This is an optimization exercise on Yosys and OpenROAD, whose aim is small area, not a production implementation.
In this exercise RTL edits were held to simulation tests only and were not proved equivalent to the original.
Power is estimated from default activity; no workload was simulated. The clock port is modelled as an ideal driver; clocking choices that lean on that would not hold on a real chip.

===== run.sh =====
#!/bin/bash
# synth_recipe.tcl (not shown) runs the flow's synth.tcl, then flattens the netlist and writes it again
# the make line also repeats each setting of config.mk as NAME=value (left out here)
make -C /OpenROAD-flow-scripts/flow DESIGN_CONFIG=/design/flow/config.mk WORK_HOME=/design/flow/orfs CLKGATE_MAP_FILE= SYNTH_SCRIPT=/design/flow/synth_recipe.tcl finish

===== config.mk =====
export PLATFORM = sky130hd
export DESIGN_NAME = modbus_responder
export DESIGN_NICKNAME = modbus_responder
export VERILOG_FILES = /design/flow/design.v
export SDC_FILE = /design/flow/constraint.sdc
export NUM_CORES = 4
export LEC_CHECK = 0
export ABC_AREA = 1
export CAP_MARGIN = 20
export CORE_MARGIN = 2
export CORE_UTILIZATION = 85
export CTS_CLUSTER_SIZE = 25
export PLACE_DENSITY = 0.92
export SLEW_MARGIN = 20

===== constraint.sdc =====
create_clock -name core_clock -period 10.0 [get_ports {clk}]
set_input_delay 2.0000 -clock core_clock [delete_from_list [all_inputs] [get_ports {clk}]]
set_output_delay 2.0000 -clock core_clock [all_outputs]
set_load 0.01 [all_outputs]

===== design.v =====
module modbus_responder (
    input  wire       clk,
    input  wire       rst,         
    input  wire [7:0] dev_addr,    
    input  wire       rx_valid,
    input  wire [7:0] rx_data,
    input  wire       rx_last,
    output wire       rx_ready,
    output wire       tx_valid,
    output wire [7:0] tx_data,
    output wire       tx_last,
    input  wire       tx_ready
);
    localparam [1:0] S_INIT = 2'd0,    
                     S_RX   = 2'd1,    
                     S_LD   = 2'd2,    
                     S_TX   = 2'd3;    
    localparam [1:0] P_HDR = 2'd0, P_RUN = 2'd1, P_CLO = 2'd2, P_CHI = 2'd3;
    function [15:0] crc16_byte;
        input [15:0] crc;
        input [7:0]  data;
        integer i;
        reg [15:0] x;
        begin
            x = crc ^ {8'h00, data};
            for (i = 0; i < 8; i = i + 1)
                x = x[0] ? ((x >> 1) ^ 16'hA001) : (x >> 1);
            crc16_byte = x;
        end
    endfunction
    function [7:0] bank_init;
        input [4:0] p;
        begin
            bank_init[0] = (p[4] & p[1] & p[0]) | (p[4] & p[3] & p[0]) | (~p[4] & ~p[2] & ~p[0]) | (~p[4] & ~p[3] & p[2]);
            bank_init[1] = (~p[4] & p[3] & ~p[2] & ~p[1]) | (~p[4] & ~p[3] & ~p[0]) | (~p[4] & ~p[3] & p[2] & p[1]);
            bank_init[2] = (~p[4] & p[3] & ~p[2] & ~p[1] & ~p[0]) | (~p[3] & p[2] & p[1]) | (p[4] & p[2] & p[0]) | (~p[4] & ~p[3] & p[1] & ~p[0]);
            bank_init[3] = (p[3] & ~p[2] & p[1] & ~p[0]) | (~p[4] & ~p[3] & p[2] & p[0]) | (~p[4] & ~p[3] & ~p[1] & p[0]);
            bank_init[4] = (p[3] & ~p[2] & ~p[1] & p[0]) | (~p[4] & ~p[3] & ~p[2] & p[1] & p[0]) | (p[4] & p[2] & p[1]);
            bank_init[5] = (p[3] & ~p[2] & p[1] & p[0]) | (~p[4] & ~p[3] & ~p[1] & p[0]);
            bank_init[6] = (~p[4] & ~p[2] & p[0]) | (~p[4] & ~p[3] & p[0]) | (~p[3] & p[2] & p[1] & p[0]);
            bank_init[7] = (~p[4] & ~p[2] & ~p[1] & p[0]) | (~p[4] & ~p[3] & p[0]);
        end
    endfunction
    reg [1:0]   st;
    reg [1:0]   ph;
    reg [4:0]   pos;           
    reg [207:0] bank;          
    reg [207:0] wbuf;          
    reg [7:0]   b;             
    reg [15:0]  crc;
    reg [3:0]   idx;           
    reg [4:0]   wp;            
    reg [3:0]   off;
    reg [3:0]   c;
    reg         fsw, fmw;      
    reg         bad;
    wire [7:0] bank_tap = bank[207:200];
    wire [7:0] wbuf_tap = wbuf[207:200];
    wire       at_wp    = (pos == wp);
    wire [4:0] e        = {1'b0, off} + {1'b0, c};
    wire       run_end  = ({1'b0, wp} == {e, 1'b0});
    wire       span_bad = (c == 4'd0) || (e > 5'd13);
    wire       store    = !bad && (fsw ? (idx >= 4'd4) : (fmw && idx >= 4'd7)) && !run_end;
    wire       take     = (st == S_RX) && rx_valid && (!store || at_wp);
    wire       in_run   = (ph == P_RUN) && !run_end;
    wire       ld_go    = (st == S_LD) && (!in_run || at_wp);
    wire       commit   = (st == S_LD) && in_run && at_wp && (fsw || fmw);
    wire [7:0] bank_in  = (st == S_INIT) ? bank_init(pos) : commit ? wbuf_tap : bank_tap;
    wire [7:0] wbuf_in  = (take && store) ? rx_data : wbuf_tap;
    reg  [7:0] hdr;
    always @(*) begin
        case (idx[2:0])
            3'd0:    hdr = dev_addr;
            3'd1:    hdr = fsw ? 8'h06 : fmw ? 8'h10 : 8'h03;
            3'd2:    hdr = (fsw || fmw) ? 8'h00 : {3'b000, c, 1'b0};
            3'd3:    hdr = {4'h0, off};
            3'd5:    hdr = {4'h0, c};
            default: hdr = 8'h00;
        endcase
    end
    wire [7:0]  ld_byte  = (ph == P_HDR) ? hdr : in_run ? bank_in : crc[7:0];
    wire [7:0]  cbyte    = (st == S_RX) ? rx_data : ld_byte;
    wire [15:0] crc_next = crc16_byte(crc, cbyte);
    wire [3:0]  idx_inc  = idx + {3'd0, ~&idx};
    wire        rx_ok    = !bad && (crc_next == 16'h0000) && (idx == (fmw ? 4'd8 : 4'd7));
    wire [2:0]  hdr_last = fsw ? 3'd3 : fmw ? 3'd5 : 3'd2;
    assign rx_ready = (st == S_RX) && (!store || at_wp);
    assign tx_valid = (st == S_TX);
    assign tx_data  = b;
    assign tx_last  = (ph == P_CHI);
    always @(posedge clk) begin
        bank <= {bank[199:0], bank_in};
        wbuf <= {wbuf[199:0], wbuf_in};
    end
    always @(posedge clk) begin
        if (rst) begin
            st  <= S_INIT;
            pos <= 5'd0;
            ph  <= P_HDR;
            crc <= 16'hFFFF;
            idx <= 4'd0;
            bad <= 1'b0;
        end else begin
            pos <= (pos == 5'd25) ? 5'd0 : pos + 5'd1;
            case (st)
                S_INIT: begin
                    if (pos == 5'd25)
                        st <= S_RX;
                end
                S_RX: begin
                    if (take) begin
                        crc <= crc_next;
                        if (!(fmw && store))
                            idx <= idx_inc;
                        if (store)
                            wp <= wp + 5'd1;
                        case (idx)
                            4'd0: if (rx_data != dev_addr) bad <= 1'b1;
                            4'd1: begin
                                fsw <= (rx_data == 8'h06);
                                fmw <= (rx_data == 8'h10);
                                c   <= 4'd1;
                                if (rx_data != 8'h03 && rx_data != 8'h06 && rx_data != 8'h10)
                                    bad <= 1'b1;
                            end
                            4'd2: if (rx_data != 8'h00) bad <= 1'b1;
                            4'd3: begin
                                off <= rx_data[3:0];
                                wp  <= {rx_data[3:0], 1'b0};
                                if (rx_data > 8'd12) bad <= 1'b1;
                            end
                            4'd4: if (!fsw && rx_data != 8'h00) bad <= 1'b1;
                            4'd5: if (!fsw) begin
                                c <= rx_data[3:0];
                                if (rx_data[7:4] != 4'h0) bad <= 1'b1;
                            end
                            4'd6: if (span_bad || (fmw && rx_data != {3'b000, c, 1'b0}))
                                bad <= 1'b1;
                            default: ;
                        endcase
                        if (rx_last) begin
                            crc <= 16'hFFFF;
                            idx <= 4'd0;
                            bad <= 1'b0;
                            wp  <= {off, 1'b0};
                            ph  <= P_HDR;
                            if (rx_ok)
                                st <= S_LD;
                        end
                    end
                end
                S_LD: begin
                    if (ld_go) begin
                        b <= ld_byte;
                        if (!(in_run && fmw))
                            crc <= crc_next;    
                        if (in_run) begin
                            wp <= wp + 5'd1;
                            if (!fmw)
                                st <= S_TX;
                        end else begin
                            st <= S_TX;
                            if (ph == P_RUN)
                                ph <= P_CLO;
                        end
                    end
                end
                S_TX: begin
                    if (tx_ready) begin
                        st <= S_LD;
                        case (ph)
                            P_HDR: begin
                                idx <= idx_inc;
                                if (idx[2:0] == hdr_last)
                                    ph <= P_RUN;
                            end
                            P_RUN: ;
                            P_CLO: ph <= P_CHI;
                            default: begin
                                ph  <= P_HDR;
                                st  <= S_RX;
                                idx <= 4'd0;
                                crc <= 16'hFFFF;
                            end
                        endcase
                    end
                end
            endcase
        end
    end
endmodule

==> results of run 1 <==
logic make-up after synthesis:
kind of cell	count (synthesis)	share of synthesized area
AO/OA/AOI/OAI	128	0.0600
XOR/XNOR	15	0.0114
adder cells (fa/ha/maj)	15	0.0151
buffers and inverters	117	0.0367
flip-flops	469	0.746
multiplexers	2	0.00175
AND/OR/NAND/NOR	373	0.129
per-stage QoR:
step                std cells  hold WS (ns)  power, mW  setup WS [ns]
detailed placement       1318         0.312       3.30           4.45
floorplan                1119         0.310       3.01           5.72
global placement         1318         0.310       3.19           4.98
worst max-delay path by stage:
| stage | start | to | slack (ns) | cells after the start |
|---|---|---|---|---|
| floorplan | dev_addr[4] | st[0] | 5.72 | 24 |
| global placement | dev_addr[6] | st[0] | 4.98 | 24 |
| detailed placement | c[0] | st[0] | 4.45 | 33 |
synth_stat cells (2+ instances only):
library cell,number,area (um^2)
nor2_4,2,22.5
a31oi_1,3,18.8
nand4_1,14,87.6
dfxtp_1,446,8930
xor2_2,2,32.5
ha_1,14,175
edfxtp_1,23,691
o2111ai_1,4,35.0
a221oi_1,3,26.3
nor4_1,5,31.3
o21ai_0,46,230
a21oi_1,32,160
nand3_1,64,320
nor2_2,4,25.0
a211oi_1,7,52.6
clkbuf_1,10,37.5
nor3b_1,3,22.5
nand2_1,187,702
or2_2,3,18.8
xor2_1,7,61.3
mux2_2,2,22.5
o22ai_1,8,50.1
and2_1,2,12.5
buf_2,7,35.0
a21boi_0,2,15.0
xnor2_1,6,52.6
nand3_2,4,40.0
o211ai_1,14,105
inv_2,12,45.0
nand2_2,15,93.8
nor3_1,6,30.0
inv_1,83,312
nor2_1,62,233
power by group through the flow:
stage	clock network, mW	registers [mW]	logic, mW
2_1_floorplan	0	2.43	0.580
3_3_place_gp	0	2.47	0.715
3_5_place_dp	0	2.51	0.789
==> impl_results.md, run 1 <==
* Outcome: did not finish
* Exit stage: 4_1_cts
* First Error: [ERROR DPL-0033] detailed placement checks failed during check placement.
* Num rows at 45
* #FFs+latches synth at 469
* FFs w/ async S/R, synth at 0
* Average size of a mapped cell at 11.5 um^2
* Mapped Cells at 1119
* Total CTS buffers at 40
* CTS Hold Buffers Added at 0
* Most used DFF post-synth: dfxtp_1
* EDFF count, synth at 23
* Initial Utilization at 0.857
* Die H at 127 um
* H-Tree Depth at 2
* Port buffer count at 31
* CTS sink count at 469
* Post-CTS Resized at 0
* Post-CTS setup buffer count at 0
* Cell area after synthesis at 0.0129 mm^2
* Root Driver: clkbuf_16
* Ys Warns at 1
* Placed Instance Area at 0.0133 mm^2
* Syn Nets at 1155
* Ports at 32
* DP Wirelength at 22.8 mm
* Bufs on Longest Clock Path at 3
* Register area share after synthesis at 0.746
* Die X at 127 um
* GPL Wtd Cong at 1.01
* Synth unique cells at 50
==> inputs of run 2 (changes only) <==
--- a/config.mk
+++ b/config.mk
@@ -9,6 +9,6 @@
 export CAP_MARGIN = 20
 export CORE_MARGIN = 2
-export CORE_UTILIZATION = 85
+export CORE_UTILIZATION = 72
 export CTS_CLUSTER_SIZE = 25
-export PLACE_DENSITY = 0.92
+export PLACE_DENSITY = 0.82
 export SLEW_MARGIN = 20
==> run 2 against run 1 <==
Now clean on timing, DRC and antenna. Synthesized area is the same. Synthesized cell count stayed put.
==> impl_results.md, run 2 <==
* Critical path class: reg2out
* Yosys top cell by area: dfxtp_1
* CTS sink count at 469
* Worst Hold Launch: wbuf[48]
* Routed WL per cell at 22.0 um
* Leak at 6.28 nW
* Slowest CP cell: fa_1
* Pin count of the biggest net entering global routing at 28
* Commonest cells after routing, fill and taps aside: dfxtp_1, nand2_1, inv_1
* Max cap viols at 0
* Slew headroom at 0.351
* Bufs on Longest Clock Path at 3
* CTS Hold Buffers Added at 0
* Routed vias at 8434
* Crit-path cells: ha_1 > inv_1 > fa_1 > xor2_1 > nand3_1 > nor2_2 > nand2_2 > nand3_1 > inv_2 > nand2_1 > nand2_1 > inv_1 > clkdlybuf4s50_1
* Die H at 138 um
* Reg-to-reg startpoint: c[0]
* Period minus WS final at 5.90 ns
* Post-CTS Resized at 0
* GRT Overall Usage at 0.348
* Count leader, synth: dfxtp_1
* Max IR drop VDD at 0.290 mV
* Total CTS buffers at 40
* Crit start category: flip-flop
* Cell Pwr Density at 334 mW/mm^2
* Worst reg-to-reg path cell count at 32
* 1st-pass router iterations at 6
* Mapped Cells at 1119
* Tot Pwr at 4.93 mW
* Initial antenna violation count at 0
* Slew Limit Fails at 0
* Fillers at 793
* Commonest non-fill, non-tap cell in the layout: dfxtp_1
* Cell area after synthesis at 0.0129 mm^2
* Routed WL at 31.4 mm
* Worst path max stage delay at 0.57 ns
* CP Max Fanout at 11
* Period utilisation layout at 0.590
* H-Tree Depth at 2
* Core Footprint at 0.0174 mm^2
* Die area at 0.0190 mm^2
* CTS tree: done
* Dpl cells at 1356
* Most used DFF post-synth: dfxtp_1
* Worst Tran Pin Value at 0.970 ns
* Clock skew at 0.0256 ns
* Die X at 138 um
* #FFs+latches synth at 469
* Share of the synthesized area in the top cell type at 0.693
* Worst skew pair latency at 0.55 ns
* Synth unique cells at 50
* Outcome: no timing/DRC/antenna violations
* Req. time, crit path at 8.00 ns
* Average size of a mapped cell at 11.5 um^2
* Final #Nets at 1209
* Post-route antenna net violation count at 0
* Post-CTS setup buffer count at 0
* Layout cell share with drive strength beyond 1 at 0.100
* First-pass GRT wire length at 49.1 mm
* Syn Nets at 1155
* Register area share after synthesis at 0.746
* Max Fclk at 0.169 GHz
* Number of global-route vias before repair at 8684
* Reg-to-reg endpoint: st[0]
* Crit path capture type: output pin
* Vias per cell at 5.90
* Clock-pin slew on the worst setup and hold paths at 0.07 ns
* EDFF count, synth at 23
* Root Driver: clkbuf_16
* Hold Path Class: reg2reg
* Synth top area cells: dfxtp_1, nand2_1, edfxtp_1
* Remaining Overflow, GRT at 0
* Num rows at 48
* Port buffer count at 31
* Hold Crit Endpoint: wbuf[56]
* Ports at 32
* Hold Vio Cnt, Final at 0
* Final Instance Count excl. Fillers at 1430
* Final Util at 0.848
* Largest regs: bank (208), wbuf (208), crc (16)
* Commonest cells post-synth: dfxtp_1, nand2_1, inv_1
* DP Wirelength at 16.6 mm
* P&R area growth vs syn at 14.6%
* Initial Utilization at 0.740
* Antenna fix cells at 0
* 1st-iter DRT viols at 1104
* RSZ-0062 raised after global routing: no
* Final setup fails at 0
* Hold path depth at 0
* Reg-to-reg setup timing slack at 4.40 ns
* Ys Warns at 1
* DRC Markers at 0
* FFs w/ async S/R, synth at 0
* Setup_tns at 0 ns
* Arr. time, crit path at 3.90 ns
* GPL Wtd Cong at 0.974
* Min Hold Slack at 0.308 ns
==> run 2: cell counts after synthesis <==
No cell type changed its count.
==> run 2: metal layers <==
metal | part of all wire | global-route usage | up-vias
met2 | 0.46 | 0.561 | 629
met3 | 0.098 | 0.0868 | 161
met1 | 0.38 | 0.434 | 3904
met4 | 0.058 | 0.181 | 0
li1 | - | - | 3740
met5 | 0 | 0 | -
==> run 2: through the flow <==
stage,cell area (um^2),worst slack [ns]
after floorplan,12900,5.72
after global placement,13400,4.96
after detailed placement,13400,4.87
after CTS,14800,4.23
after global routing,14800,4.03
final,14800,4.10
==> run 2: cells by family after synthesis <==
family	after synthesis	share of synthesized area
AOI/OAI and AO/OA	128	0.0600
xor gates and xnor gates	15	0.0114
DFF	469	0.746
and+or+nand+nor	373	0.129
buffers and inverters	117	0.0367
adders and majority gates	15	0.0151
muxes	2	0.00175
==> run 2: cell type report <==
type,instances,area (um^2),area share
Sequential cell,469,9620,0.651
Multi-Input combinational cell,533,2790,0.189
Clock buffer,50,1120,0.0758
Inverter,97,367,0.0248
Timing Repair Buffer,32,318,0.0215
Tap cell,225,282,0.0191
Clock inverter,24,269,0.0182
==> run 2: worst max path at each step <==
stage,startpoint,to,slack (ns),cells after the start
global placement,dev_addr[4],st[0],4.96,25
global route,c[0],rx_ready,4.03,13
detailed placement,dev_addr[4],st[0],4.87,25
floorplan,dev_addr[4],st[0],5.72,24
CTS,c[0],rx_ready,4.23,14
finish,c[0],rx_ready,4.10,13
==> run 2: critical path, delay by kind of cell (launching register included) <==
family                   cells  cell delay, ns
XOR/XNOR                     1            0.26
adder cells (fa/ha/maj)      2            0.87
AND/OR/NAND/NOR              6            0.96
buffers and inverters        4            0.77
flip-flops                   1            0.51
==> run 2: power by group <==
part / total, mW / switching [mW] / internal [mW]
logic: 0.810 / 0.550 / 0.260
registers: 2.50 / 0.179 / 2.32
clock network: 1.62 / 0.711 / 0.912
==> inputs of run 3 (changes only) <==
==> flow/run.sh (new file) <==
#!/bin/bash
# Own flow: the standard synthesis, then its combinational logic is mapped
# again for area (registers, their names and cell types are left as they
# are), then the standard layout steps on that netlist.
set -euo pipefail
HERE=$PWD
R=$HERE/orfs/results/sky130hd/modbus_responder/base
LIB=$FLOW_HOME/platforms/sky130hd/lib/sky130_fd_sc_hd__tt_025C_1v80.lib
YOSYS=${YOSYS_EXE:-yosys}
command -v "$YOSYS" > /dev/null || YOSYS=$FLOW_HOME/../tools/install/yosys/bin/yosys

# 1. standard synthesis
bash standard.sh synth > 1_standard_synth.log 2>&1
cp $R/1_2_yosys.v $HERE/1_2_yosys_standard.v

# 2. combinational cell models from the library (sequential cells stay black boxes)
"$YOSYS" -p "read_liberty -ignore_miss_func $LIB; write_verilog -noattr $HERE/cell_models.v" > 2_models.log 2>&1
awk '/^module /{buf=""; seq=0} {buf=buf $0 "\n"} /always/{seq=1} /^endmodule/{if(!seq) printf "%s", buf; buf=""}' \
    $HERE/cell_models.v > $HERE/comb_models.v

# 3. map the combinational logic again with an area-oriented ABC script
DU=$(sed -n '/DONT_USE_CELLS/,/^#/p' $FLOW_HOME/platforms/sky130hd/config.mk | grep -o "sky130_fd_sc_hd__[a-z0-9_]*" | sed 's/^/-dont_use /' | tr '\n' ' ')
printf 'strash\ndch\nmap -a\ntopo\n' > $HERE/abc_area_map.script
"$YOSYS" -p "read_liberty -lib $LIB; read_verilog -overwrite $HERE/comb_models.v; read_verilog $HERE/1_2_yosys_standard.v; \
  hierarchy -top modbus_responder; flatten; techmap; opt -purge; \
  abc -script $HERE/abc_area_map.script -liberty $LIB $DU; opt_clean -purge; \
  read_liberty -lib -ignore_redef $LIB; hierarchy -top modbus_responder; \
  hilomap -singleton -hicell sky130_fd_sc_hd__conb_1 HI -locell sky130_fd_sc_hd__conb_1 LO; \
  insbuf -buf sky130_fd_sc_hd__buf_4 A X; check -assert -mapped; \
  stat -liberty $LIB; write_verilog -noattr -nohex -nodec $HERE/1_2_yosys_area.v" > 3_resynth.log 2>&1
cp $HERE/1_2_yosys_area.v $R/1_2_yosys.v
rm -f $R/1_synth.odb

# 4. the standard layout on the new netlist
bash standard.sh > 4_standard_layout.log 2>&1
==> standard.sh (new file) <==
#!/bin/bash
# synth_recipe.tcl (not shown) runs the flow's synth.tcl, then flattens the netlist and writes it again
# the make line also repeats each setting of config.mk as NAME=value (left out here)
make -C /OpenROAD-flow-scripts/flow DESIGN_CONFIG=/design/flow/config.mk WORK_HOME=/design/flow/orfs CLKGATE_MAP_FILE= SYNTH_SCRIPT=/design/flow/synth_recipe.tcl "${@:-finish}"
--- a/config.mk
+++ b/config.mk
@@ -9,6 +9,6 @@
 export CAP_MARGIN = 20
 export CORE_MARGIN = 2
-export CORE_UTILIZATION = 72
+export CORE_UTILIZATION = 85
 export CTS_CLUSTER_SIZE = 25
-export PLACE_DENSITY = 0.82
+export PLACE_DENSITY = 0.92
 export SLEW_MARGIN = 20
removed: run.sh
==> run 3 against run 2 <==
The flow now stops in 4_1_cts. Synthesized area down 6.5%. Synthesized cell count down 14%.
==> impl_results.md, run 3 <==
* Outcome: did not finish
* Exit stage: 4_1_cts
* First Error: [ERROR DPL-0038] Utilization greater than 100%, impossible to legalize
* Bufs on Longest Clock Path at 3
* Initial Utilization at 0.868
* Mapped Cells at 960
* Total CTS buffers at 40
* Num rows at 43
* Die X at 123 um
* H-Tree Depth at 2
* Port buffer count at 31
* DP Wirelength at 22.2 mm
* Ys Warns at 1
* Root Driver: clkbuf_16
* Syn Nets at 981
* GPL Wtd Cong at 1.02
* Ports at 32
* Cell area after synthesis at 0.0120 mm^2
* Average size of a mapped cell at 12.5 um^2
* Dpl ws at 1.95 ns
* Die H at 123 um
## run 3: worst min-delay path by stage
stage / startpoint / to / slack [ns] / depth (start not counted)
3_3_place_gp: bank[4] / bank[12] / 0.31 / 0
2_1_floorplan: bank[92] / bank[100] / 0.31 / 0
3_5_place_dp: wbuf[197] / wbuf[205] / 0.31 / 0
## run 3: through the flow
stage / total power, mW / cell area, um^2 / hold WS [ns] / utilization / instances
2_1_floorplan: 2.80 / 12000 / 0.310 / - / 960
3_3_place_gp: 2.97 / 12600 / 0.310 / 0.907 / 1172
3_5_place_dp: 3.09 / 12600 / 0.312 / 0.907 / 1172
## run 3: power by group through the flow
stage          sequential (mW)  clock, mW  combinational (mW)
2_1_floorplan             2.41          0               0.393
3_3_place_gp              2.46          0               0.517
3_5_place_dp              2.49          0               0.604
==> inputs of run 4 (changes only) <==
--- a/config.mk
+++ b/config.mk
@@ -9,6 +9,6 @@
 export CAP_MARGIN = 20
 export CORE_MARGIN = 2
-export CORE_UTILIZATION = 85
+export CORE_UTILIZATION = 72
 export CTS_CLUSTER_SIZE = 25
-export PLACE_DENSITY = 0.92
+export PLACE_DENSITY = 0.82
 export SLEW_MARGIN = 20
==> run 4 against run 3 <==
The run now finishes clean. Synthesized cell count stayed put. Synthesized area did not move.
==> impl_results.md, run 4 <==
* Critical path class: reg2reg
* Crit path capture type: flip-flop
* GRT Overall Usage at 0.366
* Arr. time, crit path at 8.86 ns
* Layout cell share with drive strength beyond 1 at 0.0657
* Commonest cells after routing, fill and taps aside: dfxtp_1, nor2_1, clkinv_1
* Final #Nets at 1055
* Routed WL per cell at 24.8 um
* CP Max Fanout at 15
* P&R area growth vs syn at 16.7%
* Worst reg-to-reg path cell count at 35
* Hold Crit Endpoint: bank[131]
* Req. time, crit path at 10.43 ns
* Register Area at 0.00962 mm^2
* Cell Pwr Density at 337 mW/mm^2
* Outcome: no timing/DRC/antenna violations
* Worst path max stage delay at 0.53 ns
* Root Driver: clkbuf_16
* Hold Vio Cnt, Final at 0
* Total CTS buffers at 40
* Hold path depth at 0
* Hold Path Class: reg2reg
* Period utilisation layout at 0.843
* CTS Hold Buffers Added at 0
* Clock skew at 0.0203 ns
* Ys Warns at 1
* Die area at 0.0178 mm^2
* Clock-pin slew on the worst setup and hold paths at 0.07 ns
* Max IR drop VDD at 0.304 mV
* 1st-pass router iterations at 7
* Mapped Cells at 960
* Die X at 133 um
* Fillers at 690
* Setup_tns at 0 ns
* Vias per cell at 6.12
* Largest regs: bank (208), wbuf (208), crc (16)
* DP Wirelength at 16.6 mm
* Average size of a mapped cell at 12.5 um^2
* DRC Markers at 0
* Slowest CP cell: nor2_1
* Bufs on Longest Clock Path at 3
* Remaining Overflow, GRT at 0
* Max cap viols at 0
* Worst Hold Launch: bank[123]
* Reg-to-reg setup timing slack at 1.57 ns
* Routed vias at 7875
* Reg-to-reg startpoint: c[1]
* Ports at 32
* Max Fclk at 0.119 GHz
* Post-CTS Resized at 0
* Worst skew pair latency at 0.55 ns
* Post-CTS setup buffer count at 0
* CTS sink count at 469
* Post-route antenna net violation count at 0
* Leak at 5.54 nW
* Slew Limit Fails at 0
* First-pass GRT wire length at 48.2 mm
* Syn Nets at 981
* Final Util at 0.853
* Number of global-route vias before repair at 8061
* CTS tree: done
* Die H at 133 um
* Routed WL at 31.9 mm
* 1st-iter DRT viols at 1109
* H-Tree Depth at 2
* GPL Wtd Cong at 0.967
* Port buffer count at 31
* Min Hold Slack at 0.322 ns
* Crit start category: flip-flop
* Area taken by multi-input logic gates at 0.00212 mm^2
* Slew headroom at 0.260
* Final setup fails at 0
* Commonest non-fill, non-tap cell in the layout: dfxtp_1
* Most frequent CP cell: nor2_1
* Num rows at 47
* Cell area after synthesis at 0.0120 mm^2
* Antenna fix cells at 0
* Initial antenna violation count at 0
* Core Footprint at 0.0165 mm^2
* Pin count of the biggest net entering global routing at 18
* Period minus WS final at 8.43 ns
* Initial Utilization at 0.731
* Worst Tran Pin Value at 1.08 ns
* RSZ-0062 raised after global routing: no
* Reg-to-reg endpoint: st[1]
[run 4: routing by layer]
metal	vias up	global-route usage	part of all wire
met2	715	0.603	0.47
met4	0	0.224	0.076
met1	3633	0.445	0.36
met5	-	0	0
li1	3312	-	-
met3	215	0.0791	0.099
[run 4: final cells by class]
type,count,share of cell area
clock inverter,14,0.0146
multi-input combinational,411,0.151
clock buffer,60,0.0859
sequential,469,0.685
tap,220,0.0196
inverter,80,0.0214
timing repair buffer,32,0.0226
[run 4: report_power, final]
group	internal, mW	switching [mW]
Clock	0.952	0.706
Sequential	2.31	0.177
Combinational	0.188	0.406
[run 4: how the worst max path moves through the flow]
stage	from	end	slack [ns]
2_1_floorplan	c[1]	st[1]	4.14
3_3_place_gp	c[1]	st[1]	3.30
3_5_place_dp	c[1]	st[1]	2.91
4_1_cts	c[1]	st[1]	2.11
5_1_grt	c[1]	st[1]	1.30
6_report	c[1]	st[1]	1.57
[run 4: metrics by stage]
stage	setup WS (ns)	power (mW)	cells	cell area (um^2)
floorplan	4.14	2.80	960	12000
global placement	3.30	2.98	1212	12600
detailed placement	2.91	3.01	1212	12600
CTS	2.11	4.69	1286	14000
global route	1.30	4.85	1286	14000
finish	1.57	4.74	1286	14000
[run 4: worst max-delay path, delay by kind of cell, from the launching register on]
family                 cells  cell delay (ns)
AND/OR/NAND/NOR           16             3.42
XOR/XNOR                   7             1.57
AO/OA/AOI/OAI              7             1.41
flip-flops                 1             0.47
buffers and inverters      5             1.43
==> inputs of run 5 (changes only) <==
--- a/flow/run.sh
+++ b/flow/run.sh
@@ -2,5 +2,6 @@
 # Own flow: the standard synthesis, then its combinational logic is mapped
 # again for area (registers, their names and cell types are left as they
-# are), then the standard layout steps on that netlist.
+# are), then the standard layout steps on that netlist, with larger CTS
+# sink clusters.
 set -euo pipefail
 HERE=$PWD
@@ -32,4 +33,6 @@
 rm -f $R/1_synth.odb
 
-# 4. the standard layout on the new netlist
+# 4. the standard layout on the new netlist; CTS with larger sink clusters
+#    (about 30 flip-flops per leaf buffer) and no dummy loads
+export CTS_ARGS="-sink_clustering_enable -repair_clock_nets -sink_clustering_size 30 -sink_clustering_max_diameter 150 -dont_use_dummy_load"
 bash standard.sh > 4_standard_layout.log 2>&1
--- a/config.mk
+++ b/config.mk
@@ -10,5 +10,4 @@
 export CORE_MARGIN = 2
 export CORE_UTILIZATION = 72
-export CTS_CLUSTER_SIZE = 25
 export PLACE_DENSITY = 0.82
 export SLEW_MARGIN = 20
==> run 5 against run 4 <==
Still clean on timing, DRC and antenna. Total power decreased by 18%. Combinational power down 5.4%. Sequential cell count unchanged. Register-to-register slack better by 1.0 ns. Routed wire length decreased by 17%. Clock-buffer cell count is 41 lower. Synthesized area unchanged. Critical path type unchanged. Critical endpoint unchanged. Largest power group unchanged. Highest routed layer unchanged.
==> impl_results.md, run 5 <==
* Num rows at 47
* Core Footprint at 0.0165 mm^2
* Slew Limit Fails at 0
* Max Fclk at 0.135 GHz
* Routed vias at 7083
* Routed WL at 26.5 mm
* DRC Markers at 0
* Port buffer count at 31
* Routed WL per cell at 21.5 um
* Period utilisation layout at 0.743
* Worst path max stage delay at 0.48 ns
* Antenna fix cells at 0
* Post-CTS Resized at 0
* Cell area after synthesis at 0.0120 mm^2
* 1st-iter DRT viols at 903
* Critical path class: reg2reg
* Min Hold Slack at 0.319 ns
* Leak at 5.07 nW
* Reg-to-reg startpoint: c[1]
* Die H at 133 um
* Slew headroom at 0.309
* P&R area growth vs syn at 8.87%
* Vias per cell at 5.75
* Largest regs: bank (208), wbuf (208), crc (16)
* Clock skew at 0.0392 ns
* Cell Pwr Density at 298 mW/mm^2
* GPL Wtd Cong at 0.967
* Commonest non-fill, non-tap cell in the layout: dfxtp_1
* Outcome: no timing/DRC/antenna violations
* First-pass GRT wire length at 40.4 mm
* Pin count of the biggest net entering global routing at 31
* Number of global-route vias before repair at 7110
* Initial Utilization at 0.731
* Final #Nets at 1034
* Layout cell share with drive strength beyond 1 at 0.0227
* 1st-pass router iterations at 6
* GRT Overall Usage at 0.302
* Max cap viols at 0
* Reg-to-reg setup timing slack at 2.57 ns
* Post-route antenna net violation count at 0
* Die X at 133 um
* Syn Nets at 981
* CP Launch Point: c[1]
* Setup_tns at 0 ns
* Crit path capture type: flip-flop
* Bufs on Longest Clock Path at 3
* H-Tree Depth at 1
* RSZ-0062 raised after global routing: no
* Mapped Cells at 960
* Total CTS buffers at 19
* Final setup fails at 0
* DP Wirelength at 16.6 mm
* CTS tree: done
* Req. time, crit path at 10.42 ns
* Tot Pwr at 3.91 mW
* CTS sink count at 469
* Final Util at 0.796
* Ports at 32
* Hold Vio Cnt, Final at 0
* Root Driver: clkbuf_16
* Ys Warns at 1
* Slowest CP cell: edfxtp_1
* Worst Tran Pin Value at 1.01 ns
* Arr. time, crit path at 7.85 ns
* Post-CTS setup buffer count at 0
* Period minus WS final at 7.43 ns
* CP Max Fanout at 15
* Die area at 0.0178 mm^2
* CTS Hold Buffers Added at 0
* Commonest cells after routing, fill and taps aside: dfxtp_1, nor2_1, clkinv_1
* Max IR drop VDD at 0.283 mV
* Average size of a mapped cell at 12.5 um^2
* Clock-pin slew on the worst setup and hold paths at 0.10 ns
* Crit start category: flip-flop
* Initial antenna violation count at 0
* Remaining Overflow, GRT at 0
* Hold Path Class: reg2reg
* Worst Hold Launch: wbuf[27]
* Worst skew pair latency at 0.52 ns
* Most frequent CP cell: nor2_1
[run 5: changes by cell type in the layout (fill, tap and decap cells not counted), sizes merged]
| cell | change |
|---|---|
| clkbuf | -41 |
| clkinv | -7 |
| bufinv | -4 |
| inv | -3 |
[run 5: routing by layer]
metal / GRT usage / up-vias / share of wire
met4: 0.129 / 0 / 0.047
li1: - / 3248 / -
met2: 0.515 / 416 / 0.49
met3: 0.0392 / 106 / 0.069
met5: 0 / - / 0
met1: 0.391 / 3313 / 0.39
[run 5: path summary, 6_finish.rpt]
kind / end / cells after the start
worst min-delay path: wbuf[35] / 0
worst max register to register: st[1] / 35
worst max-delay path: st[1] / 35
worst min register to register: wbuf[35] / 0
[run 5: stage by stage]
step	cell area (um^2)	cells	setup slack, ns
floorplan	12000	960	4.14
global placement	12600	1212	3.30
detailed placement	12600	1212	2.91
CTS	13100	1231	2.70
global route	13100	1231	1.93
finish	13100	1231	2.57
[run 5: cell type report]
| cell class | instances | area [um^2] |
|---|---|---|
| Tap cell | 220 | 275 |
| Fill cell | 904 | 3350 |
| Sequential cell | 469 | 9620 |
| Clock buffer | 19 | 475 |
| Timing Repair Buffer | 32 | 318 |
| Multi-Input combinational cell | 411 | 2120 |
| Inverter | 80 | 300 |
[run 5: report_power, final]
group | total [mW] | leakage (nW) | internal [mW] | switching, mW
clock network | 0.873 | 0.234 | 0.345 | 0.528
logic | 0.563 | 0.966 | 0.188 | 0.374
registers | 2.47 | 3.87 | 2.31 | 0.166
[run 5: worst max-delay path: cells and delay by family (launching register included)]
family          cells  cell delay [ns]
simple gates       16             2.99
xor+xnor            7             1.41
compound gates      7             1.26
buf+inv             5             1.22
flops               1             0.48
==> inputs of run 6 (changes only) <==
--- a/flow/run.sh
+++ b/flow/run.sh
@@ -22,5 +22,5 @@
 # 3. map the combinational logic again with an area-oriented ABC script
 DU=$(sed -n '/DONT_USE_CELLS/,/^#/p' $FLOW_HOME/platforms/sky130hd/config.mk | grep -o "sky130_fd_sc_hd__[a-z0-9_]*" | sed 's/^/-dont_use /' | tr '\n' ' ')
-printf 'strash\ndch\nmap -a\ntopo\n' > $HERE/abc_area_map.script
+printf 'strash\ndch\nmap -a\nstrash\ndch\namap\ntopo\n' > $HERE/abc_area_map.script
 "$YOSYS" -p "read_liberty -lib $LIB; read_verilog -overwrite $HERE/comb_models.v; read_verilog $HERE/1_2_yosys_standard.v; \
   hierarchy -top modbus_responder; flatten; techmap; opt -purge; \
@@ -34,5 +34,7 @@
 
 # 4. the standard layout on the new netlist; CTS with larger sink clusters
-#    (about 30 flip-flops per leaf buffer) and no dummy loads
-export CTS_ARGS="-sink_clustering_enable -repair_clock_nets -sink_clustering_size 30 -sink_clustering_max_diameter 150 -dont_use_dummy_load"
+#    (about 28 flip-flops per leaf buffer) and no dummy loads
+#    Ports get the smallest buffer cell.
+export BUFFER_PORTS_ARGS="-buffer_cell sky130_fd_sc_hd__buf_1"
+export CTS_ARGS="-sink_clustering_enable -repair_clock_nets -sink_clustering_size 28 -sink_clustering_max_diameter 130 -dont_use_dummy_load"
 bash standard.sh > 4_standard_layout.log 2>&1
==> run 6 against run 5 <==
Still clean. First-iteration DRC count is 13% higher. Synthesized area fell by 0.96%. Clock power up 1%. Clock skew increased by 0.0087 ns. Non-clock buffer count unchanged. Design area fell by 2.1%. Total power is 3.2% lower. Critical endpoint is now st[0]. Largest cell class unchanged. Largest power group unchanged.
==> impl_results.md, run 6 <==
* P&R area growth vs syn at 7.57%
* Clock skew at 0.0479 ns
* Slew headroom at 0.279
* RSZ-0062 raised after global routing: no
* Dpl ws at 3.60 ns
* Top Metal Used: met4
* First-pass GRT wire length at 40.9 mm
* Initial Utilization at 0.727
* Hold Path Class: reg2reg
* Comb power frac at 0.110
* Hold path depth at 0
* Post-CTS Resized at 0
* Layout cell share with drive strength beyond 1 at 0.0224
* Outcome: no timing/DRC/antenna violations
* Largest regs: bank (208), wbuf (208), crc (16)
* Cell Pwr Density at 295 mW/mm^2
* GPL Wtd Cong at 0.967
* Setup_tns at 0 ns
* DRC Markers at 0
* Routed WL at 26.8 mm
* Worst path max stage delay at 0.66 ns
* Commonest cells after routing, fill and taps aside: dfxtp_1, nor2_1, clkinv_1
* Routed length on met1 at 10.1 mm
* Reg-to-reg setup timing slack at 2.80 ns
* Final worst setup slack at 2.80 ns
* Antenna fix cells at 0
* Met2 wire len at 12.7 mm
* Syn Nets at 953
* Port buffer count at 31
* Period utilisation layout at 0.720
* H-Tree Depth at 1
* Average size of a mapped cell at 12.8 um^2
* Cell area after synthesis at 0.0119 mm^2
* Pin count of the biggest net entering global routing at 29
* Commonest non-fill, non-tap cell in the layout: dfxtp_1
* Num rows at 47
* CTS sink count at 469
* GRT Overall Usage at 0.307
* Ys Warns at 1
* Max cap viols at 0
* P_int at 2.81 mW
* Slew Limit Fails at 0
* Routed WL per cell at 22.3 um
* Post-route antenna net violation count at 0
* Root Driver: clkbuf_16
* Crit start category: flip-flop
* Bufs on Longest Clock Path at 3
* DP Wirelength at 16.3 mm
* Die H at 133 um
* Arr. time, crit path at 7.65 ns
* Number of global-route vias before repair at 7215
* Metal3 WL at 2.38 mm
* Ports at 32
* 1st-iter DRT viols at 1024
* Worst Tran Pin Value at 1.07 ns
* Vias per cell at 6.01
* Worst Hold Launch: wbuf[1]
* Total CTS buffers at 20
* 1st-pass router iterations at 8
* Sw Ratio at 0.258
* Hold Vio Cnt, Final at 0
* Switching Power at 975 uW
* Slowest CP cell: nor3_1
* Period minus WS final at 7.20 ns
* Clock-pin slew on the worst setup and hold paths at 0.11 ns
* Initial antenna violation count at 0
* Req. time, crit path at 10.45 ns
* Post-CTS setup buffer count at 0
* Routed vias at 7239
* Core Footprint at 0.0164 mm^2
* Final #Nets at 1007
* CP Launch Point: c[0]
* Die X at 133 um
* Max Fclk at 0.139 GHz
* Final setup fails at 0
* Clk pwr share at 0.234
* Critical path class: reg2reg
* Crit path capture type: flip-flop
* Worst reg-to-reg path cell count at 32
* Mapped Cells at 932
* Die area at 0.0176 mm^2
* CP Max Fanout at 10
* Worst skew pair latency at 0.53 ns
* Flop pwr share at 0.656
* Max IR drop VDD at 0.181 mV
* Reg-to-reg startpoint: c[0]
* CTS Hold Buffers Added at 0
* CTS tree: done
* Leak at 4.85 nW
* Fillers at 887
* Remaining Overflow, GRT at 0
run 6: area by class of cell:
type / count / area [um^2] / area share
tap: 220 / 275 / 0.0215
clock buffer: 20 / 500 / 0.0390
sequential: 469 / 9620 / 0.750
multi-input combinational: 382 / 2010 / 0.157
inverter: 81 / 304 / 0.0237
timing repair buffer: 32 / 124 / 0.00965
run 6: power by group through the flow:
stage | Sequential [mW] | Clock [mW] | Combinational (mW)
after CTS | 2.48 | 0.888 | 0.403
after global placement | 2.47 | 0 | 0.381
after global routing | 2.51 | 0.949 | 0.452
final | 2.48 | 0.885 | 0.416
after detailed placement | 2.49 | 0 | 0.390
after floorplan | 2.42 | 0 | 0.285
run 6: routing by layer:
layer | vias to the layer above | global-route usage
li1 | 3247 | -
met1 | 3345 | 0.389
met2 | 497 | 0.518
met3 | 150 | 0.0594
met4 | 0 | 0.138
met5 | - | 0
run 6: metrics by stage:
stage	std cells	total power [mW]	area (um^2)	hold WS [ns]	util
2_1_floorplan	932	2.71	11900	0.310	-
3_3_place_gp	1184	2.85	12300	0.310	0.751
3_5_place_dp	1184	2.88	12300	0.312	0.751
4_1_cts	1204	3.78	12800	0.313	0.782
5_1_grt	1204	3.91	12800	0.312	0.782
6_report	1204	3.78	12800	0.308	0.782
run 6: final timing paths:
path	endpoint
min reg2reg	wbuf[9]
max	st[0]
max reg2reg	st[0]
min	wbuf[9]
run 6: worst max-delay path, delay by kind of cell (launching register included):
kind	cells	cell delay, ns
compound gates	14	3.15
simple gates	12	2.16
buf+inv	6	1.33
flops	1	0.46
==> inputs of run 7 (changes only) <==
--- a/flow/run.sh
+++ b/flow/run.sh
@@ -21,6 +21,7 @@
 
 # 3. map the combinational logic again with an area-oriented ABC script
+#    (deep AIG synthesis for at most 300 s, then area mapping)
 DU=$(sed -n '/DONT_USE_CELLS/,/^#/p' $FLOW_HOME/platforms/sky130hd/config.mk | grep -o "sky130_fd_sc_hd__[a-z0-9_]*" | sed 's/^/-dont_use /' | tr '\n' ' ')
-printf 'strash\ndch\nmap -a\nstrash\ndch\namap\ntopo\n' > $HERE/abc_area_map.script
+printf 'strash\n&get -n\n&deepsyn -T 300 -S 7\n&put\ndch\nmap -a\nstrash\ndch\namap\ntopo\n' > $HERE/abc_area_map.script
 "$YOSYS" -p "read_liberty -lib $LIB; read_verilog -overwrite $HERE/comb_models.v; read_verilog $HERE/1_2_yosys_standard.v; \
   hierarchy -top modbus_responder; flatten; techmap; opt -purge; \
==> run 7 against run 6 <==
Sequential share of layout area increased by 0.95 points. Global-route usage increased by 2.8 points. Total power shrank 23%. Routed wire length increased by 8.0%. Clock power increased by 2%. Via count rose by 0.15%. Maximum frequency fell by 2.7%. Clock skew shrank 0.0058 ns. Final cell count decreased by 4.2%. Die area down 1.2%. First-iteration DRC count down 5.7%. Worst hold slack improved by 0.0073 ns.
==> impl_results.md, run 7 <==
* CTS Hold Buffers Added at 0
* Comb power frac at 0.019
* Post-CTS Resized at 0
* Final Util at 0.795
* CTS tree: done
* Max Fclk at 0.135 GHz
* Routed WL per cell at 25.1 um
* H-Tree Depth at 1
* Worst path top cell family by delay: compound AO/OA/AOI/OAI gates
* Switching Power at 604 uW
* Initial antenna violation count at 1
* Max cap viols at 0
* CTS sink count at 469
* Final setup fails at 0
* Fillers at 794
* Reg-to-reg endpoint: crc[0]
* Tot Pwr at 2.93 mW
* Hold Path Class: reg2reg
* Total CTS buffers at 20
* Period utilisation layout at 0.739
* Clock skew at 0.0421 ns
* Die H at 132 um
* 1st-pass router iterations at 6
* GRT Overall Usage at 0.335
* Leak at 4.77 nW
* Period minus WS final at 7.39 ns
* GPL Wtd Cong at 1.01
* First-pass GRT wire length at 44.0 mm
* 1st-iter DRT viols at 966
* Post-route design area at 0.0127 mm^2
* Slew headroom at 0.300
* Die X at 132 um
* Final Instance Count excl. Fillers at 1154
* Bufs on Longest Clock Path at 3
* Crit path capture type: flip-flop
* Commonest non-fill, non-tap cell in the layout: dfxtp_1
* Worst path max stage delay at 0.56 ns
* Arr. time, crit path at 7.81 ns
* Antenna fix cells at 0
* Hold path depth at 0
* Layout cell share with drive strength beyond 1 at 0.0224
* Worst Hold Launch: wbuf[119]
* Sw Ratio at 0.206
* Number of global-route vias before repair at 7253
* Average size of a mapped cell at 13.3 um^2
* Initial Utilization at 0.739
* Routed vias at 7250
* Outcome: no timing/DRC/antenna violations
* Critical path class: reg2reg
* Largest regs: bank (208), wbuf (208), crc (16)
* Dpl cells at 1134
* Pin count of the biggest net entering global routing at 29
* Post-CTS setup buffer count at 0
* Mapped Cells at 886
* Hold Crit Endpoint: wbuf[127]
* Cell area after synthesis at 0.0118 mm^2
* DP Wirelength at 17.8 mm
* Worst skew pair latency at 0.54 ns
* Slowest CP cell: nor3_1
* P&R area growth vs syn at 7.60%
* Buf/Inv on CP at 4
* Remaining Overflow, GRT at 0
* Setup_tns at 0 ns
* Hold Vio Cnt, Final at 0
* Num rows at 46
* Max IR drop VDD at 0.173 mV
* Flop pwr share at 0.675
* Die area at 0.0174 mm^2
* Placed Instance Area at 0.0122 mm^2
* P_int at 2.33 mW
* Ys Warns at 1
* Routed WL at 28.9 mm
* CP Max Fanout at 7
* Worst Tran Pin Value at 1.04 ns
* Crit start category: flip-flop
* Vias per cell at 6.28
* Final #Nets at 961
* Req. time, crit path at 10.42 ns
* Most frequent CP cell: nor2_1
* Slew Limit Fails at 0
* Root Driver: clkbuf_16
* Cell Pwr Density at 231 mW/mm^2
* RSZ-0062 raised after global routing: no
* Post-route antenna net violation count at 0
* Syn Nets at 907
* Clock-pin slew on the worst setup and hold paths at 0.11 ns
* Reg-to-reg startpoint: c[1]
* Port buffer count at 31
* Commonest cells after routing, fill and taps aside: dfxtp_1, nor2_1, clkinv_1
* DRC Markers at 0
* Ports at 32
* Core Footprint at 0.0159 mm^2
* Clk pwr share at 0.307
* Reg-to-reg setup timing slack at 2.61 ns
* Worst reg-to-reg path cell count at 28
run 7: worst max path at each step:
| stage | start | endpoint | slack (ns) | depth (start not counted) |
|---|---|---|---|---|
| after detailed placement | c[1] | crc[0] | 3.72 | 28 |
| after global placement | c[1] | crc[0] | 4.63 | 28 |
| after CTS | c[1] | crc[0] | 3.01 | 28 |
| final | c[1] | crc[0] | 2.61 | 28 |
| after floorplan | c[1] | crc[0] | 5.30 | 29 |
| after global routing | c[1] | crc[0] | 2.28 | 29 |
run 7: layout make-up:
class	count	area [um^2]	area share
flip-flops and latches	469	9620	0.759
multi-input cells	334	1850	0.146
clock buffers	20	500	0.0395
inverters	83	312	0.0246
well taps	216	270	0.0213
repair buffers	32	124	0.00978
run 7: layer usage:
| metal | routed length, um | track usage |
|---|---|---|
| met1 | 10400 | 0.416 |
| met2 | 13500 | 0.550 |
| met3 | 2840 | 0.0596 |
| met4 | 2210 | 0.206 |
| met5 | 0 | 0 |
run 7: power groups by stage:
stage                     Sequential [mW]  Combinational [mW]  Clock (mW)
after detailed placement             2.02              0.0504           0
after floorplan                      2.00              0.0295           0
after CTS                            1.98              0.0524       0.895
final                                1.98              0.0549       0.899
after global placement               2.01              0.0474           0
after global routing                 1.98              0.0575       0.956
run 7: per-stage QoR:
| stage | hold slack (ns) | worst slack, ns |
|---|---|---|
| 6_report | 0.315 | 2.61 |
| 5_1_grt | 0.311 | 2.28 |
| 4_1_cts | 0.308 | 3.01 |
| 3_5_place_dp | 0.312 | 3.72 |
| 3_3_place_gp | 0.310 | 4.63 |
| 2_1_floorplan | 0.310 | 5.30 |
==> inputs of run 8 (changes only) <==
--- a/flow/run.sh
+++ b/flow/run.sh
@@ -29,5 +29,5 @@
   read_liberty -lib -ignore_redef $LIB; hierarchy -top modbus_responder; \
   hilomap -singleton -hicell sky130_fd_sc_hd__conb_1 HI -locell sky130_fd_sc_hd__conb_1 LO; \
-  insbuf -buf sky130_fd_sc_hd__buf_4 A X; check -assert -mapped; \
+  insbuf -buf sky130_fd_sc_hd__buf_1 A X; check -assert -mapped; \
   stat -liberty $LIB; write_verilog -noattr -nohex -nodec $HERE/1_2_yosys_area.v" > 3_resynth.log 2>&1
 cp $HERE/1_2_yosys_area.v $R/1_2_yosys.v
@@ -35,7 +35,7 @@
 
 # 4. the standard layout on the new netlist; CTS with larger sink clusters
-#    (about 28 flip-flops per leaf buffer) and no dummy loads
+#    (up to 32 flip-flops within 100 um per leaf buffer) and no dummy loads
 #    Ports get the smallest buffer cell.
 export BUFFER_PORTS_ARGS="-buffer_cell sky130_fd_sc_hd__buf_1"
-export CTS_ARGS="-sink_clustering_enable -repair_clock_nets -sink_clustering_size 28 -sink_clustering_max_diameter 130 -dont_use_dummy_load"
+export CTS_ARGS="-sink_clustering_enable -repair_clock_nets -sink_clustering_size 32 -sink_clustering_max_diameter 100 -dont_use_dummy_load"
 bash standard.sh > 4_standard_layout.log 2>&1
==> run 8 against run 7 <==
Die area about the same. Critical endpoint unchanged. Routed wire length down 0.54%. Critical path depth down 1. Worst hold slack worse by 0.0095 ns. Sequential share of layout area up 0.33 points. Utilization down 0.35 points. Design area down 0.43%. Critical path type unchanged. Clock power down 4.7%. First-iteration DRC count up 2.1%.
==> impl_results.md, run 8 <==
* CTS tree: done
* Leak at 4.77 nW
* Largest regs: bank (208), wbuf (208), crc (16)
* Slowest CP cell: nor3_1
* Fillers at 789
* Reg-to-reg startpoint: c[1]
* Crit path capture type: flip-flop
* P&R area growth vs syn at 7.22%
* Commonest cells after routing, fill and taps aside: dfxtp_1, nor2_1, clkinv_1
* Cell area after synthesis at 0.0118 mm^2
* Vias per cell at 6.24
* Arr. time, crit path at 7.35 ns
* First-pass GRT wire length at 43.4 mm
* Remaining Overflow, GRT at 0
* Max cap viols at 0
* Initial antenna violation count at 0
* Die X at 132 um
* Final #Nets at 957
* DP Wirelength at 17.9 mm
* Layout cell share with drive strength beyond 1 at 0.0214
* Die area at 0.0174 mm^2
* Number of global-route vias before repair at 7295
* Worst setup endpoint: crc[0]
* Post-route design area at 0.0126 mm^2
* Pin count of the biggest net entering global routing at 33
* Max Fclk at 0.145 GHz
* Clock-pin slew on the worst setup and hold paths at 0.12 ns
* Routed WL at 28.8 mm
* Commonest non-fill, non-tap cell in the layout: dfxtp_1
* Outcome: no timing/DRC/antenna violations
* Crit start category: flip-flop
* Worst path max stage delay at 0.58 ns
* Reg-to-reg endpoint: crc[0]
* Switching Power at 600 uW
* Clk pwr share at 0.296
* Period utilisation layout at 0.689
* Cell Pwr Density at 230 mW/mm^2
* RSZ-0062 raised after global routing: no
* H-Tree Depth at 1
* Die H at 132 um
* 1st-pass router iterations at 8
* CTS sink count at 469
* P_int at 2.30 mW
* Slew headroom at 0.316
* Worst skew pair latency at 0.54 ns
* Sw Ratio at 0.207
* Post-CTS Resized at 0
* GRT Overall Usage at 0.332
* Core Footprint at 0.0159 mm^2
* Antenna fix cells at 0
* Worst reg-to-reg path cell count at 27
* Max IR drop VDD at 0.173 mV
* Comb power frac at 0.019
* Reg-to-reg setup timing slack at 3.11 ns
* Period minus WS final at 6.89 ns
* Critical path class: reg2reg
* Bufs on Longest Clock Path at 3
* Placed Instance Area at 0.0122 mm^2
* Syn Nets at 905
* Req. time, crit path at 10.46 ns
* Routed vias at 7177
* Routed WL per cell at 25.0 um
* Worst Tran Pin Value at 1.02 ns
* CTS Hold Buffers Added at 0
* Initial Utilization at 0.738
* GPL Wtd Cong at 0.930
* Post-CTS setup buffer count at 0
* Ports at 32
* Setup_tns at 0 ns
* Final Instance Count excl. Fillers at 1150
* Dpl cells at 1132
* Root Driver: clkbuf_16
* CP Max Fanout at 8
* Tot Pwr at 2.90 mW
* Final setup fails at 0
* Hold Path Class: reg2reg
* Final Util at 0.791
* Total CTS buffers at 18
* Slew Limit Fails at 0
* Hold Vio Cnt, Final at 0
* Clock skew at 0.0678 ns
* Port buffer count at 31
* Num rows at 46
* Most frequent CP cell: nor2_1
* CP Launch Point: c[1]
* Flop pwr share at 0.685
* 1st-iter DRT viols at 986
* Post-route antenna net violation count at 0
* Average size of a mapped cell at 13.3 um^2
* DRC Markers at 0
* Mapped Cells at 884
* Ys Warns at 1
[run 8: final cells by class]
type | count | area [um^2] | area share
sequential | 469 | 9620 | 0.762
multi-input combinational | 341 | 1870 | 0.149
clock buffer | 18 | 450 | 0.0357
inverter | 74 | 278 | 0.0220
tap | 216 | 270 | 0.0214
timing repair buffer | 32 | 124 | 0.00982
[run 8: critical path: cells and delay by family (launching register included)]
family	cells	cell delay [ns]
compound gates	12	2.87
buf+inv	3	0.47
flops	1	0.43
simple gates	12	3.03
[run 8: metal layers]
metal | up-vias | GRT usage | wire length, um
li1 | 3102 | - | -
met4 | 0 | 0.206 | 2080
met3 | 168 | 0.0738 | 2950
met5 | - | 0 | 0
met2 | 598 | 0.545 | 13400
met1 | 3309 | 0.403 | 10400
[run 8: worst min-delay path by stage]
stage	from	depth (start not counted)	endpoint	slack, ns
detailed placement	wbuf[154]	0	wbuf[162]	0.31
global placement	wbuf[165]	0	wbuf[173]	0.31
CTS	wbuf[134]	0	wbuf[142]	0.30
floorplan	bank[92]	0	bank[100]	0.31
global route	wbuf[133]	0	wbuf[141]	0.31
finish	wbuf[45]	0	wbuf[53]	0.31
[run 8: power by group through the flow]
stage	sequential [mW]	combinational, mW	clock (mW)
after floorplan	2.01	0.0292	0
after global placement	2.01	0.0459	0
after detailed placement	2.02	0.0502	0
after CTS	1.98	0.0524	0.851
after global routing	1.99	0.0574	0.909
final	1.98	0.0555	0.857
[run 8: stage by stage]
stage | setup slack, ns | hold slack (ns)
2_1_floorplan | 5.43 | 0.310
3_3_place_gp | 4.66 | 0.310
3_5_place_dp | 3.88 | 0.312
4_1_cts | 3.52 | 0.297
5_1_grt | 2.82 | 0.310
6_report | 3.11 | 0.306
==> inputs of run 9 (changes only) <==
--- a/flow/run.sh
+++ b/flow/run.sh
@@ -35,7 +35,7 @@
 
 # 4. the standard layout on the new netlist; CTS with larger sink clusters
-#    (up to 32 flip-flops within 100 um per leaf buffer) and no dummy loads
+#    (up to 30 flip-flops within 110 um per leaf buffer) and no dummy loads
 #    Ports get the smallest buffer cell.
 export BUFFER_PORTS_ARGS="-buffer_cell sky130_fd_sc_hd__buf_1"
-export CTS_ARGS="-sink_clustering_enable -repair_clock_nets -sink_clustering_size 32 -sink_clustering_max_diameter 100 -dont_use_dummy_load"
+export CTS_ARGS="-sink_clustering_enable -repair_clock_nets -sink_clustering_size 30 -sink_clustering_max_diameter 110 -dont_use_dummy_load"
 bash standard.sh > 4_standard_layout.log 2>&1
==> run 9 against run 8 <==
Still clean. Synthesized cell count unchanged. Sequential cell count is the same. Combinational power about the same. Worst hold slack improved by 0.012 ns. Setup slack worse by 0.011 ns. Clock skew fell by 0.027 ns. Highest routed layer is now met5.
==> impl_results.md, run 9 <==
* Post-CTS Resized at 0
* Pin count of the biggest net entering global routing at 31
* Bufs on Longest Clock Path at 3
* Remaining Overflow, GRT at 0
* DP Wirelength at 17.9 mm
* Post-CTS setup buffer count at 0
* Initial antenna violation count at 1
* Clock-pin slew on the worst setup and hold paths at 0.11 ns
* Max Fclk at 0.145 GHz
* Commonest cells after routing, fill and taps aside: dfxtp_1, nor2_1, clkinv_1
* Period minus WS final at 6.90 ns
* Arr. time, crit path at 7.37 ns
* Routed WL at 29.0 mm
* Syn Nets at 905
* Initial Utilization at 0.738
* Num rows at 46
* Leak at 4.78 nW
* GRT Overall Usage at 0.336
* Hold Path Class: reg2reg
* Die X at 132 um
* Cell Pwr Density at 231 mW/mm^2
* Mapped Cells at 884
* CP Max Fanout at 8
* Outcome: no timing/DRC/antenna violations
* GPL Wtd Cong at 0.930
* DRC Markers at 0
* Average size of a mapped cell at 13.3 um^2
* 1st-pass router iterations at 6
* Crit start category: flip-flop
* Cell area after synthesis at 0.0118 mm^2
* CTS tree: done
* Final #Nets at 958
* Layout cell share with drive strength beyond 1 at 0.0225
* Clock skew at 0.0409 ns
* Commonest non-fill, non-tap cell in the layout: dfxtp_1
* Critical path class: reg2reg
* Req. time, crit path at 10.47 ns
* Vias per cell at 6.35
* Die H at 132 um
* CTS Hold Buffers Added at 0
* Routed WL per cell at 25.2 um
* Crit path capture type: flip-flop
* Root Driver: clkbuf_16
* Largest regs: bank (208), wbuf (208), crc (16)
* Post-route antenna net violation count at 0
* Slew Limit Fails at 0
* Number of global-route vias before repair at 7274
* Dpl ws at 3.88 ns
* Hold Vio Cnt, Final at 0
* RSZ-0062 raised after global routing: no
* H-Tree Depth at 1
* P&R area growth vs syn at 7.43%
* Worst skew pair latency at 0.54 ns
* Setup_tns at 0 ns
* Period utilisation layout at 0.690
* Final setup fails at 0
* Final worst setup slack at 3.10 ns
* Ys Warns at 1
* Min Hold Slack at 0.317 ns
* 1st-iter DRT viols at 1133
* First-pass GRT wire length at 43.8 mm
* CTS sink count at 469
* Port buffer count at 31
* Worst Tran Pin Value at 0.979 ns
* Die area at 0.0174 mm^2
* Slew headroom at 0.340
* Max cap viols at 0
* Reg-to-reg startpoint: c[1]
* Worst Hold Launch: wbuf[29]
* Core Footprint at 0.0159 mm^2
* Routed vias at 7305
* Ports at 32
* Total CTS buffers at 19
* Max IR drop VDD at 0.199 mV
* CP Launch Point: c[1]
* Antenna fix cells at 0
run 9: power by group:
group	internal [mW]	total (mW)	switching, mW
sequential	1.95	1.98	0.0302
clock	0.345	0.876	0.531
combinational	0.0150	0.0554	0.0404
run 9: critical path, cell delays in order (launching register included):
cell and delay (ns):
edfxtp_1 0.47, clkinv_1 0.21, o22ai_1 0.29, nor2_1 0.15, nor3_1 0.35, nor4_1 0.12
or4_1 0.49, nor3_1 0.56, nand3b_1 0.21, nor2_1 0.17, nor2_1 0.54, a22oi_1 0.21
o21ai_0 0.23, nor2_1 0.19, a221oi_1 0.47, o22ai_1 0.24, a21oi_1 0.37, clkinv_1 0.16
o22ai_1 0.27, nor2_1 0.07, a21oi_1 0.15, nand2_1 0.07, o21ai_0 0.11, clkinv_1 0.13
o22ai_1 0.24, nand2_1 0.10, o211ai_1 0.09, o21a_1 0.15
run 9: final timing paths:
kind	endpoint	slack, ns	cells after the start
max reg2reg	crc[0]	3.10	27
min	wbuf[37]	0.32	0
max	crc[0]	3.10	27
min reg2reg	wbuf[37]	0.32	0
run 9: layout make-up:
| class | instances | area [um^2] |
|---|---|---|
| inverter | 74 | 278 |
| multi-input combinational | 341 | 1870 |
| fill | 812 | 3300 |
| tap | 216 | 270 |
| sequential | 469 | 9620 |
| clock buffer | 19 | 475 |
| timing repair buffer | 32 | 124 |
run 9: metrics by stage:
stage	util	cell area [um^2]	cells	total power [mW]
floorplan	-	11800	884	2.03
global placement	0.763	12200	1132	2.06
detailed placement	0.763	12200	1132	2.07
CTS	0.793	12600	1151	2.91
global route	0.793	12600	1151	2.98
finish	0.793	12600	1151	2.92
run 9: metal layers:
metal  routed length, um  global-route usage
met2               13200               0.547
met3                3120              0.0650
met1               10300               0.415
met4                2440               0.214
met5                  13                   0
==> inputs of run 10 (changes only) <==
--- a/flow/run.sh
+++ b/flow/run.sh
@@ -35,7 +35,7 @@
 
 # 4. the standard layout on the new netlist; CTS with larger sink clusters
-#    (up to 30 flip-flops within 110 um per leaf buffer) and no dummy loads
+#    (up to 16 flip-flops within 50 um per clkbuf_8 leaf buffer) and no dummy loads
 #    Ports get the smallest buffer cell.
 export BUFFER_PORTS_ARGS="-buffer_cell sky130_fd_sc_hd__buf_1"
-export CTS_ARGS="-sink_clustering_enable -repair_clock_nets -sink_clustering_size 30 -sink_clustering_max_diameter 110 -dont_use_dummy_load"
+export CTS_ARGS="-sink_clustering_enable -repair_clock_nets -sink_clustering_size 16 -sink_clustering_max_diameter 50 -dont_use_dummy_load -buf_list {sky130_fd_sc_hd__clkbuf_8 sky130_fd_sc_hd__clkbuf_16} -sink_clustering_buffer sky130_fd_sc_hd__clkbuf_8"
 bash standard.sh > 4_standard_layout.log 2>&1
==> run 10 against run 9 <==
Critical path depth stayed put. Via count is 3.2% lower. Design area is 0.62% higher. Synthesized cell count stayed put. Clock power is 6.3% higher. Total power is 1.8% higher. Routed wire length is 4.3% lower.
==> impl_results.md, run 10 <==
* Port buffer count at 31
* Routed WL per cell at 23.8 um
* Max IR drop VDD at 0.163 mV
* Crit path capture type: flip-flop
* Layout cell share with drive strength beyond 1 at 0.0399
* Req. time, crit path at 10.44 ns
* Num rows at 46
* Clock-pin slew on the worst setup and hold paths at 0.09 ns
* Largest regs: bank (208), wbuf (208), crc (16)
* H-Tree Depth at 2
* Number of global-route vias before repair at 7099
* Period utilisation layout at 0.651
* Worst Tran Pin Value at 0.974 ns
* Routed vias at 7068
* Bufs on Longest Clock Path at 3
* Average size of a mapped cell at 13.3 um^2
* Max cap viols at 0
* Core Footprint at 0.0159 mm^2
* Post-route antenna net violation count at 0
* Final setup fails at 0
* Setup_tns at 0 ns
* Remaining Overflow, GRT at 0
* Final #Nets at 975
* 1st-iter DRT viols at 750
* Reg-to-reg startpoint: c[1]
* CP Max Fanout at 8
* Total CTS buffers at 36
* Critical path class: reg2reg
* Post-CTS setup buffer count at 0
* Mapped Cells at 884
* Worst reg-to-reg path cell count at 27
* CTS Hold Buffers Added at 0
* Slew Limit Fails at 0
* Cell area after synthesis at 0.0118 mm^2
* Max Fclk at 0.154 GHz
* Hold path depth at 0
* Post-CTS Resized at 0
* Reg-to-reg endpoint: crc[0]
* Vias per cell at 6.05
* Root Driver: clkbuf_16
* Hold Path Class: reg2reg
* 1st-pass router iterations at 6
* Arr. time, crit path at 6.95 ns
* Ys Warns at 1
* CTS sink count at 469
* Hold Crit Endpoint: wbuf[157]
* GPL Wtd Cong at 0.930
* Tot Pwr at 2.97 mW
* RSZ-0062 raised after global routing: no
* First-pass GRT wire length at 41.4 mm
* Crit start category: flip-flop
* Initial Utilization at 0.738
* Hold Vio Cnt, Final at 0
* Clock skew at 0.0773 ns
* Slew headroom at 0.346
* Period minus WS final at 6.51 ns
* Commonest non-fill, non-tap cell in the layout: dfxtp_1
* Routed WL at 27.8 mm
* Syn Nets at 905
* DP Wirelength at 17.9 mm
* Die area at 0.0174 mm^2
* P&R area growth vs syn at 8.10%
* Final Util at 0.798
* Leak at 4.83 nW
* Die X at 132 um
* Pin count of the biggest net entering global routing at 18
* Outcome: no timing/DRC/antenna violations
* Worst Hold Launch: wbuf[149]
* Initial antenna violation count at 1
* Commonest cells after routing, fill and taps aside: dfxtp_1, nor2_1, clkinv_1
* Ports at 32
* Die H at 132 um
* Reg-to-reg setup timing slack at 3.49 ns
* DRC Markers at 0
* GRT Overall Usage at 0.317
* Cell Pwr Density at 233 mW/mm^2
* CTS tree: done
* Worst skew pair latency at 0.51 ns
## run 10: per-stage QoR
step | setup WS, ns | instances | hold slack (ns) | cell area (um^2)
2_1_floorplan | 5.43 | 884 | 0.310 | 11800
3_3_place_gp | 4.66 | 1132 | 0.310 | 12200
6_report | 3.49 | 1169 | 0.317 | 12700
5_1_grt | 3.14 | 1168 | 0.308 | 12700
3_5_place_dp | 3.88 | 1132 | 0.312 | 12200
4_1_cts | 3.76 | 1168 | 0.300 | 12700
## run 10: metal layers
| layer | part of all wire | global-route usage | vias to the layer above |
|---|---|---|---|
| li1 | - | - | 3126 |
| met1 | 0.37 | 0.384 | 3284 |
| met2 | 0.47 | 0.523 | 510 |
| met3 | 0.091 | 0.0784 | 148 |
| met4 | 0.066 | 0.183 | 0 |
| met5 | 0 | 0 | - |
## run 10: how the worst max path moves through the flow
stage,to,startpoint,cells past startpoint,slack (ns)
final,crc[0],c[1],27,3.49
after global routing,crc[0],c[1],27,3.14
after CTS,crc[0],c[1],27,3.76
after detailed placement,crc[0],c[1],27,3.88
after global placement,crc[0],c[1],26,4.66
after floorplan,crc[0],c[1],27,5.43
## run 10: cell type report
class	count	area (um^2)
diodes	1	2.50
clock buffers	36	552
fillers	790	3220
inverters	74	278
multi-input cells	341	1870
flip-flops and latches	469	9620
well taps	216	270
repair buffers	32	124
## run 10: critical path: stages (launching register included)
cell      delay, ns
edfxtp_1       0.41
clkinv_1       0.19
o22ai_1        0.24
nor2_1         0.13
nor3_1         0.29
nor4_1         0.07
or4_1          0.49
nor3_1         0.54
nand3b_1       0.22
nor2_1         0.17
nor2_1         0.57
a22oi_1        0.19
o21ai_0        0.23
nor2_1         0.14
a221oi_1       0.49
o22ai_1        0.23
a21oi_1        0.34
clkinv_1       0.15
o22ai_1        0.27
nor2_1         0.07
a21oi_1        0.15
nand2_1        0.06
o21ai_0        0.11
clkinv_1       0.13
o22ai_1        0.24
nand2_1        0.10
o211ai_1       0.10
o21a_1         0.14
## run 10: report_power, final
| part | switching [mW] | internal [mW] |
|---|---|---|
| sequential | 0.0296 | 1.95 |
| clock | 0.560 | 0.371 |
| combinational | 0.0394 | 0.0150 |

afterwards: timing with drivers on the ports:
No port has a modelled driver above. Below, the same layouts with a new extraction and two added sets of constraints. Step 1 (the two cells are an assumption about what drives the block):
set clk [get_ports {clk}]
set_driving_cell -lib_cell sky130_fd_sc_hd__clkbuf_16 $clk
set_driving_cell -lib_cell sky130_fd_sc_hd__buf_2 [delete_from_list [all_inputs] $clk]
Step 2 moves the port delays by t, midway between the first and last clock arrival at a register: inputs arrive t later, outputs are due t later. That takes back most of the time a late clock gives input paths. Three values: no drivers, after step 1, after step 2; two values: the first two.
run | shift t [ns] | setup slack, ns | worst hold slack (ns) | latest minus earliest clock arrival (ns) | worst register clock-pin slew, ns
run 2 | 0.587 | 4.096 / 4.046 / 4.401 | 0.308 / 0.308 / 0.308 | 0.027 / 0.027 | 0.07 / 0.07
run 4 | 0.591 | 1.573 / 1.573 / 1.573 | 0.322 / 0.322 / 0.322 | 0.022 / 0.023 | 0.08 / 0.08
run 5 | 0.558 | 2.568 / 2.568 / 2.568 | 0.319 / 0.319 / 0.319 | 0.046 / 0.046 | 0.12 / 0.12
run 6 | 0.557 | 2.805 / 2.805 / 2.805 | 0.308 / 0.308 / 0.308 | 0.048 / 0.048 | 0.11 / 0.11
run 7 | 0.565 | 2.608 / 2.608 / 2.608 | 0.315 / 0.315 / 0.315 | 0.043 / 0.043 | 0.11 / 0.11
run 8 | 0.556 | 3.112 / 3.112 / 3.112 | 0.306 / 0.306 / 0.306 | 0.068 / 0.068 | 0.12 / 0.12
run 9 | 0.552 | 3.101 / 3.101 / 3.101 | 0.317 / 0.317 / 0.317 | 0.041 / 0.041 | 0.12 / 0.12
run 10 | 0.521 | 3.487 / 3.487 / 3.487 | 0.317 / 0.317 / 0.317 | 0.082 / 0.082 | 0.11 / 0.11
After both steps every run listed still meets setup and hold.
